Context: an optimization exercise on an open-source flow, tuned for small area. The choices shown serve that exercise and are no tape-out recipe.
In this exercise RTL edits were held to simulation tests only and were not proved equivalent to the original.
The flow treats the clock pin as an ideal source, which a real chip does not have.
No activity file was given, so power comes from the tool's default toggle rates.

==> inputs of job 8690 <==
## copycat_core
module copycat_core (
    input  wire       clk,
    input  wire       rst,         
    input  wire [2:0] in_raw,      
    output reg        out_sig,
    output reg        out_stat,
    output wire [7:0] nvm_addr,
    output wire [7:0] nvm_wdata,
    input  wire [7:0] nvm_rdata,
    output wire       nvm_rd,
    output wire       nvm_wr,
    input  wire       nvm_ready,
    output wire       wdt_kick
);
==> module copycat_core, before the edit <==
module copycat_core (
    input  wire       clk,
    input  wire       rst,         
    input  wire [2:0] in_raw,      
    output reg        out_sig,
    output reg        out_stat,
    output wire [7:0] nvm_addr,
    output wire [7:0] nvm_wdata,
    input  wire [7:0] nvm_rdata,
    output wire       nvm_rd,
    output wire       nvm_wr,
    input  wire       nvm_ready,
    output wire       wdt_kick
);
    localparam [4:0] CTL_TICK       = 5'h0;
    localparam [4:0] CTL_TRIG       = 5'h1;
    localparam [4:0] REC_ARM        = 5'hd;
    localparam [4:0] REC_WAIT_REL   = 5'h3;
    localparam [4:0] REC_WAIT_PRESS = 5'h4;
    localparam [4:0] REC_SYNC       = 5'ha;
    localparam [4:0] REC_CHECK      = 5'h8;
    localparam [4:0] REC_WRITE      = 5'h6;
    localparam [4:0] REC_FINAL      = 5'hb;
    localparam [4:0] REC_DONE       = 5'h7;
    localparam [4:0] PB_CLEAR       = 5'hc;
    localparam [4:0] PB_LEN         = 5'h9;
    localparam [4:0] PB_SYNC        = 5'h2;
    localparam [4:0] PB_LOAD        = 5'hf;
    localparam [4:0] PB_DONE        = 5'he;
    localparam [4:0] REC_BIT0       = 5'h10;
    localparam [4:0] PB_BIT0        = 5'h18;
    reg [3:0] tick_cnt;
    reg [2:0] prev_raw;
    reg [2:0] deb;
    reg       tick_flag;
    reg [4:0] s;
    reg [9:0] hold;
    reg [3:0] led;
    reg [7:0] shreg;
    reg [7:0] len;
    reg [7:0] idx;
    wire d_prog = deb[0];
    wire d_act  = deb[1];
    wire d_trig = deb[2];
    wire bitst   = s[4];
    wire pb_bit  = s[4] & s[3];
    wire last_bit = s[2:0] == 3'd7;
    assign nvm_rd   = (s == PB_LEN) || (s == PB_LOAD);
    assign nvm_wr   = (s == REC_WRITE) || (s == REC_FINAL);
    assign wdt_kick = (s == CTL_TICK) || (s == REC_WAIT_REL) ||
                      (s == REC_WAIT_PRESS) || bitst;
    assign nvm_addr  = idx;
    assign nvm_wdata = shreg;
    wire rec_more = d_prog && !(&idx);
    wire idx_clr  = (s == CTL_TICK) || (s == CTL_TRIG) ||
                    ((s == REC_CHECK) && !rec_more);
    wire idx_inc  = (s == PB_SYNC) || ((s == REC_CHECK) && rec_more) ||
                    (pb_bit && tick_flag && last_bit && (idx != len));
    wire tick = &tick_cnt;
    wire restart_tick = (s == REC_SYNC) || (s == PB_SYNC);
    always @(posedge clk) begin
        if (rst) begin
            tick_cnt <= 4'd0;
            prev_raw <= 3'b111;
            deb      <= 3'b000;
        end else begin
            tick_cnt <= restart_tick ? 4'd0 : tick_cnt + 4'd1;
            if (tick) begin
                deb      <= ~(in_raw | prev_raw);
                prev_raw <= in_raw;
            end
        end
    end
    wire consume = tick_flag && ((s == CTL_TICK) || bitst);
    always @(posedge clk) begin
        if (rst)
            tick_flag <= 1'b0;
        else if (tick)
            tick_flag <= 1'b1;
        else if (consume)
            tick_flag <= 1'b0;
    end
    always @(posedge clk) begin
        if (rst) begin
            s        <= CTL_TICK;
            hold     <= 10'd0;
            led      <= 4'd0;
            out_sig  <= 1'b0;
            out_stat <= 1'b0;
        end else begin
            if (bitst) begin
                if (tick_flag) begin
                    out_sig  <= pb_bit ? shreg[7] : d_act;
                    out_stat <= pb_bit ? shreg[7] : d_act;
                    shreg    <= {shreg[6:0], d_act & ~pb_bit};
                    s <= s + 5'd1;
                    if (last_bit) begin
                        if (!pb_bit)
                            s <= REC_WRITE;
                        else if (idx == len)
                            s <= PB_DONE;
                        else
                            s   <= PB_LOAD;
                    end
                end
            end else
            case (s)
                CTL_TICK: begin
                    s <= CTL_TRIG;
                    if (tick_flag) begin
                        if (led[3] && !led[2] && !led[1])
                            out_stat <= ~out_stat;
                        led <= {led[2:0], ~((~led[3] & led[1] & ~led[0]) | (led[3] & ~led[1] & ~led[0]) | (led[3] & led[1] & led[0]))};
                        if (d_prog) begin
                            if (hold == 10'b1010110010) begin
                                hold <= 10'd0;
                                s    <= REC_ARM;
                            end else
                                hold <= {hold[8:0], ~(hold[9] ^ hold[6])};
                        end else
                            hold <= 10'd0;
                    end
                end
                CTL_TRIG: s <= (d_act || d_trig) ? PB_CLEAR : CTL_TICK;
                REC_ARM: begin
                    out_sig  <= 1'b0;
                    out_stat <= 1'b1;
                    s        <= REC_WAIT_REL;
                end
                REC_WAIT_REL:   if (!d_prog) s <= REC_WAIT_PRESS;
                REC_WAIT_PRESS: if (d_prog)  s <= REC_SYNC;
                REC_SYNC: s <= REC_CHECK;
                REC_CHECK: begin
                    if (rec_more)
                        s     <= REC_BIT0;
                    else begin
                        shreg <= idx;
                        s     <= REC_FINAL;
                    end
                end
                REC_WRITE: if (nvm_ready) s <= REC_CHECK;
                REC_FINAL: if (nvm_ready) s <= REC_DONE;
                REC_DONE: begin
                    out_sig  <= 1'b0;
                    out_stat <= 1'b0;
                    s        <= CTL_TRIG;
                end
                PB_CLEAR: begin
                    out_sig  <= 1'b0;
                    out_stat <= 1'b0;
                    s        <= PB_LEN;
                end
                PB_LEN: if (nvm_ready) begin
                    len <= nvm_rdata;
                    s   <= (nvm_rdata == 8'd0) ? CTL_TICK : PB_SYNC;
                end
                PB_SYNC: s <= PB_LOAD;
                PB_LOAD: if (nvm_ready) begin
                    shreg <= nvm_rdata;
                    s     <= PB_BIT0;
                end
                PB_DONE: begin
                    out_sig  <= 1'b0;
                    out_stat <= 1'b0;
                    s        <= CTL_TICK;
                end
                default: s <= CTL_TICK;
            endcase
        end
    end
    always @(posedge clk)
        idx <= (idx + {7'd0, idx_inc}) & {8{~idx_clr}};
endmodule
export LEC_CHECK = 0
export CAP_MARGIN = 20
export CORE_MARGIN = 2
export CORE_UTILIZATION = 40
export SLEW_MARGIN = 20
create_clock -name core_clock -period 10.0 [get_ports {clk}]
standard.sh (not shown) runs the stock make flow with config.mk's settings and CLKGATE_MAP_FILE= SYNTH_SCRIPT=/design/flow/synth_recipe.tcl, a recipe that flattens the netlist after the stock synthesis.
==> flow/flow/run.sh <==
#!/bin/bash
# Own layout flow: the standard synthesis, its combinational logic re-mapped
# for area by ABC (registers untouched), then the standard layout with the
# smallest buffer cell on the ports and the clock tree options in flow/cts_args.txt.
set -euo pipefail
R=orfs/results/${FLOW_PLATFORM}/copycat_core/base
LIB=${FLOW_HOME}/platforms/${FLOW_PLATFORM}/lib/sky130_fd_sc_hd__tt_025C_1v80.lib
YOSYS=${FLOW_HOME}/../tools/install/yosys/bin/yosys
[[ -x $YOSYS ]] || YOSYS=yosys

bash standard.sh synth > 1_standard_synth.log 2>&1
cp $R/1_2_yosys.v standard_netlist.v
sed -e "s#LIBFILE#${LIB}#g" -e "s#TOPNAME#${FLOW_TOP}#g" flow/resynth.ys > resynth_run.ys
$YOSYS -s resynth_run.ys > 2_resynth.log 2>&1
cp resynth_netlist.v $R/1_2_yosys.v
touch $R/1_2_yosys.v

export BUFFER_PORTS_ARGS="-buffer_cell sky130_fd_sc_hd__buf_1"
export CTS_ARGS="$(cat flow/cts_args.txt)"
bash standard.sh > 3_standard_layout.log 2>&1
==> flow/flow/cts_args.txt <==
-sink_clustering_enable -repair_clock_nets -buf_list sky130_fd_sc_hd__clkbuf_8 -dont_use_dummy_load
Other scripts of this flow, unchanged in this note and not shown: flow/flow/resynth.abc, flow/flow/resynth.ys
==> inputs of job 5612, as changes to job 8690 <==
--- a/flow/flow/run.sh
+++ b/flow/flow/run.sh
@@ -1,5 +1,9 @@
 #!/bin/bash
-# Own layout flow: the standard synthesis, its combinational logic re-mapped
-# for area by ABC (registers untouched), then the standard layout with the
-# smallest buffer cell on the ports and the clock tree options in flow/cts_args.txt.
+# Own layout flow:
+#  1. the standard synthesis, then its combinational logic re-mapped for
+#     area by ABC (registers untouched, names kept);
+#  2. the standard floorplan and placement, with the smallest buffer cell
+#     on the ports;
+#  3. a clock tree of CTS_K buffers driven by the clock port (flow/cts.tcl);
+#  4. the standard flow from there (routing, finishing).
 set -euo pipefail
@@ -9,2 +13,5 @@
 [[ -x $YOSYS ]] || YOSYS=yosys
+OPENROAD=${FLOW_HOME}/../tools/install/OpenROAD/bin/openroad
+[[ -x $OPENROAD ]] || OPENROAD=openroad
+source flow/cts_params.sh
 
@@ -18,3 +25,13 @@
 export BUFFER_PORTS_ARGS="-buffer_cell sky130_fd_sc_hd__buf_1"
-export CTS_ARGS="$(cat flow/cts_args.txt)"
-bash standard.sh > 3_standard_layout.log 2>&1
+bash standard.sh place > 3_standard_place.log 2>&1
+
+PLATFORM_DIR=${FLOW_HOME}/platforms/${FLOW_PLATFORM} RESULTS_DIR=$R \
+CLOCK_PORT=clk CTS_K=$CTS_K CTS_BUF=$CTS_BUF \
+  $OPENROAD -no_init -exit flow/cts.tcl > 4_own_cts.log 2>&1
+touch $R/4_1_cts.odb
+
+bash standard.sh > 5_standard_finish.log 2>&1
+if [[ -f orfs/logs/${FLOW_PLATFORM}/copycat_core/base/4_1_cts.log ]]; then
+  echo "standard CTS ran over the own clock tree" >&2
+  exit 1
+fi
==> flow/flow/cts.tcl (new file) <==
# Clock tree: the clock port drives CTS_K buffers of type CTS_BUF, each of
# which drives one cluster of the registers (equal-size k-means on their
# placement).
set P $::env(PLATFORM_DIR)
set R $::env(RESULTS_DIR)
read_liberty $P/lib/sky130_fd_sc_hd__tt_025C_1v80.lib
read_db $R/3_place.odb
read_sdc $R/3_place.sdc
source $P/setRC.tcl
set K $::env(CTS_K)
set BUF $::env(CTS_BUF)
set clknet $::env(CLOCK_PORT)

set items {}
foreach p [all_registers -clock_pins] {
  set bb [[[sta::sta_to_db_pin $p] getInst] getBBox]
  lappend items [list [expr {([$bb xMin] + [$bb xMax]) / 2.0}] [expr {([$bb yMin] + [$bb yMax]) / 2.0}] [get_full_name $p]]
}
set items [lsort -real -index 0 $items]
set n [llength $items]
# initial centres: K strips by x; then Lloyd iterations
set centres {}
for {set k 0} {$k < $K} {incr k} {
  set g [lrange $items [expr {$k * $n / $K}] [expr {($k + 1) * $n / $K - 1}]]
  set sx 0; set sy 0
  foreach it $g { set sx [expr {$sx + [lindex $it 0]}]; set sy [expr {$sy + [lindex $it 1]}] }
  lappend centres [list [expr {$sx / [llength $g]}] [expr {$sy / [llength $g]}]]
}
# Lloyd iterations with equal-size clusters: pairs (register, centre) are
# taken in order of distance, each centre up to ceil(n / K) registers.
set cap [expr {($n + $K - 1) / $K}]
for {set iter 0} {$iter < 20} {incr iter} {
  set pairs {}
  set i 0
  foreach it $items {
    for {set k 0} {$k < $K} {incr k} {
      set c [lindex $centres $k]
      lappend pairs [list [expr {abs([lindex $it 0] - [lindex $c 0]) + abs([lindex $it 1] - [lindex $c 1])}] $i $k]
    }
    incr i
  }
  set pairs [lsort -real -index 0 $pairs]
  set owner [lrepeat $n -1]
  set fill [lrepeat $K 0]
  foreach pr $pairs {
    lassign $pr d i k
    if {[lindex $owner $i] >= 0 || [lindex $fill $k] >= $cap} continue
    lset owner $i $k
    lset fill $k [expr {[lindex $fill $k] + 1}]
  }
  set groups {}
  for {set k 0} {$k < $K} {incr k} { lappend groups {} }
  set i 0
  foreach it $items {
    set k [lindex $owner $i]
    lset groups $k [concat [lindex $groups $k] [list $it]]
    incr i
  }
  set centres {}
  foreach g $groups {
    set sx 0; set sy 0
    foreach it $g { set sx [expr {$sx + [lindex $it 0]}]; set sy [expr {$sy + [lindex $it 1]}] }
    lappend centres [list [expr {$sx / max(1, [llength $g])}] [expr {$sy / max(1, [llength $g])}]]
  }
}
set k 0
foreach g $groups c $centres {
  if {[llength $g] == 0} continue
  set pins {}
  foreach it $g { lappend pins [get_pins [lindex $it 2]] }
  puts "cluster $k: [llength $g] registers at [expr {[lindex $c 0] / 1000.0}] [expr {[lindex $c 1] / 1000.0}]"
  insert_buffer -buffer_cell $BUF -net $clknet -load_pins $pins \
    -location [list [expr {[lindex $c 0] / 1000.0}] [expr {[lindex $c 1] / 1000.0}]] \
    -buffer_name clkbuf_leaf_$k -net_name clknet_leaf_$k
  incr k
}
foreach net [get_nets clknet_leaf_*] { [sta::sta_to_db_net $net] setSigType CLOCK }
[sta::sta_to_db_net [get_nets $clknet]] setSigType CLOCK
detailed_placement
check_placement -verbose
set_propagated_clock [all_clocks]
estimate_parasitics -placement
report_clock_skew
set worst 0
foreach p [all_registers -clock_pins] { set s [get_property $p slew_max]; if {$s > $worst} { set worst $s } }
puts "worst register clock-pin slew (placement estimate): $worst"
report_worst_slack -max
report_worst_slack -min
write_db $R/4_1_cts.odb
write_sdc -no_timestamp $R/4_cts.sdc
==> flow/flow/cts_params.sh (new file) <==
CTS_K=3
CTS_BUF=sky130_fd_sc_hd__clkbuf_8
Settings changed: CAP_MARGIN 20 to 0, CORE_UTILIZATION 40 to 70, PLACE_DENSITY set to 0.85, SLEW_MARGIN 20 to 0.
removed: flow/flow/cts_args.txt
==> inputs of job 1204, as changes to job 8690 <==
--- a/flow/design.v
+++ b/flow/design.v
@@ -14,17 +14,17 @@
 );
-    localparam [4:0] CTL_TICK       = 5'h0;
-    localparam [4:0] CTL_TRIG       = 5'h1;
-    localparam [4:0] REC_ARM        = 5'hd;
-    localparam [4:0] REC_WAIT_REL   = 5'h3;
-    localparam [4:0] REC_WAIT_PRESS = 5'h4;
-    localparam [4:0] REC_SYNC       = 5'ha;
-    localparam [4:0] REC_CHECK      = 5'h8;
-    localparam [4:0] REC_WRITE      = 5'h6;
-    localparam [4:0] REC_FINAL      = 5'hb;
-    localparam [4:0] REC_DONE       = 5'h7;
-    localparam [4:0] PB_CLEAR       = 5'hc;
-    localparam [4:0] PB_LEN         = 5'h9;
-    localparam [4:0] PB_SYNC        = 5'h2;
-    localparam [4:0] PB_LOAD        = 5'hf;
-    localparam [4:0] PB_DONE        = 5'he;
+    localparam [4:0] CTL_TICK       = 5'h00;
+    localparam [4:0] CTL_TRIG       = 5'h01;
+    localparam [4:0] REC_ARM        = 5'h02;
+    localparam [4:0] REC_WAIT_REL   = 5'h03;
+    localparam [4:0] REC_WAIT_PRESS = 5'h04;
+    localparam [4:0] REC_SYNC       = 5'h05;
+    localparam [4:0] REC_CHECK      = 5'h06;
+    localparam [4:0] REC_WRITE      = 5'h07;
+    localparam [4:0] REC_FINAL      = 5'h08;
+    localparam [4:0] REC_DONE       = 5'h09;
+    localparam [4:0] PB_CLEAR       = 5'h0a;
+    localparam [4:0] PB_LEN         = 5'h0b;
+    localparam [4:0] PB_SYNC        = 5'h0c;
+    localparam [4:0] PB_LOAD        = 5'h0d;
+    localparam [4:0] PB_DONE        = 5'h0e;
     localparam [4:0] REC_BIT0       = 5'h10;
@@ -53,7 +53,2 @@
     assign nvm_wdata = shreg;
-    wire rec_more = d_prog && !(&idx);
-    wire idx_clr  = (s == CTL_TICK) || (s == CTL_TRIG) ||
-                    ((s == REC_CHECK) && !rec_more);
-    wire idx_inc  = (s == PB_SYNC) || ((s == REC_CHECK) && rec_more) ||
-                    (pb_bit && tick_flag && last_bit && (idx != len));
     wire tick = &tick_cnt;
@@ -101,4 +96,6 @@
                             s <= PB_DONE;
-                        else
+                        else begin
+                            idx <= idx + 8'd1;
                             s   <= PB_LOAD;
+                        end
                     end
@@ -108,7 +105,10 @@
                 CTL_TICK: begin
+                    idx <= 8'd0;
                     s <= CTL_TRIG;
                     if (tick_flag) begin
-                        if (led[3] && !led[2] && !led[1])
+                        if (led[2:0] == 3'b010) begin
                             out_stat <= ~out_stat;
-                        led <= {led[2:0], ~((~led[3] & led[1] & ~led[0]) | (led[3] & ~led[1] & ~led[0]) | (led[3] & led[1] & led[0]))};
+                            led      <= 4'd0;
+                        end else
+                            led <= {led[2:0], ~(led[3] ^ led[2])};
                         if (d_prog) begin
@@ -123,3 +123,6 @@
                 end
-                CTL_TRIG: s <= (d_act || d_trig) ? PB_CLEAR : CTL_TICK;
+                CTL_TRIG: begin
+                    idx <= 8'd0;
+                    s <= (d_act || d_trig) ? PB_CLEAR : CTL_TICK;
+                end
                 REC_ARM: begin
@@ -133,6 +136,8 @@
                 REC_CHECK: begin
-                    if (rec_more)
-                        s     <= REC_BIT0;
-                    else begin
+                    if (d_prog && !(&idx)) begin
+                        idx <= idx + 8'd1;
+                        s   <= REC_BIT0;
+                    end else begin
                         shreg <= idx;
+                        idx   <= 8'd0;
                         s     <= REC_FINAL;
@@ -156,3 +161,6 @@
                 end
-                PB_SYNC: s <= PB_LOAD;
+                PB_SYNC: begin
+                    idx <= idx + 8'd1;
+                    s   <= PB_LOAD;
+                end
                 PB_LOAD: if (nvm_ready) begin
@@ -170,4 +178,2 @@
     end
-    always @(posedge clk)
-        idx <= (idx + {7'd0, idx_inc}) & {8{~idx_clr}};
 endmodule
--- a/flow/flow/run.sh
+++ b/flow/flow/run.sh
@@ -3,3 +3,3 @@
 # for area by ABC (registers untouched), then the standard layout with the
-# smallest buffer cell on the ports and the clock tree options in flow/cts_args.txt.
+# smallest buffer cell on the ports and a clock tree of clkbuf_8 cells.
 set -euo pipefail
@@ -18,3 +18,3 @@
 export BUFFER_PORTS_ARGS="-buffer_cell sky130_fd_sc_hd__buf_1"
-export CTS_ARGS="$(cat flow/cts_args.txt)"
+export CTS_ARGS="-sink_clustering_enable -repair_clock_nets -buf_list sky130_fd_sc_hd__clkbuf_8 -dont_use_dummy_load"
 bash standard.sh > 3_standard_layout.log 2>&1
removed: flow/flow/cts_args.txt
==> key figures <==
STA
  • Max-Slew Margin vs Limit: 36.3%
  • Worst-Margin Slew: 947 ps

Logic synthesis
  • Syn_area_per_cell: 9.27 µm²

Global route
  • Vias in the first global route: 2078

Power and ir drop
  • Static Leak: 1.01 nW

Final layout
  • Final Instance Area: 2940 µm²
  • Synthesis-to-layout area growth: 12.2%

Outcome
  • Outcome: timing/DRC/antenna clean
[end of results for job 1204]
==> key figures <==
Outcome
  • Outcome: timing/DRC/antenna clean

Global route
  • Vias in the first global route: 2024

Final layout
  • Final Instance Area: 2730 µm²

Power and ir drop
  • Static Leak: 0.955 nW
[end of results for job 5612]
==> key figures <==
Global route
  • First-pass GRT wire length: 9560 µm
  • Vias in the first global route: 1912

Final layout
  • Final Instance Area: 2800 µm²
  • Non-Filler Instances: 395
  • Synthesis-to-layout area growth: 12.3%

STA
  • Max-Slew Margin vs Limit: 37.2%

Outcome
  • Outcome: timing/DRC/antenna clean

Logic synthesis
  • Syn_area_per_cell: 8.90 µm²

Power and ir drop
  • Static Leak: 0.972 nW
[end of results for job 8690]

==> static timing again, ports no longer ideal <==
No port has a modelled driver above. Below, the same layouts with a new extraction and two added sets of constraints. Step 1: set_driving_cell puts a clkbuf_16 on clk and a buf_2 on each other input, an assumption about the parent block. Step 2 adds t to the input delays and takes it off the output delays; t is the mean of the earliest and latest rising clock arrival at the registers after step 1. Input paths then give back, and output paths get back, about the clock's delay inside the block. a / b / c = ideal / step 1 / step 2; a / b = the first two.
run	t, ns	setup WS [ns]	hold slack, ns
job 8690	0.329	6.015 / 5.988 / 6.317	0.436 / 0.436 / 0.436
job 5612	0.206	6.240 / 6.194 / 6.133	0.442 / 0.442 / 0.442
job 1204	0.328	5.665 / 5.637 / 5.965	0.471 / 0.471 / 0.471
After both steps setup and hold are still met in every run listed. For job 5612, which loses most, drivers alone change the setup slack by -0.046 ns; drivers and shift together by -0.107 ns.
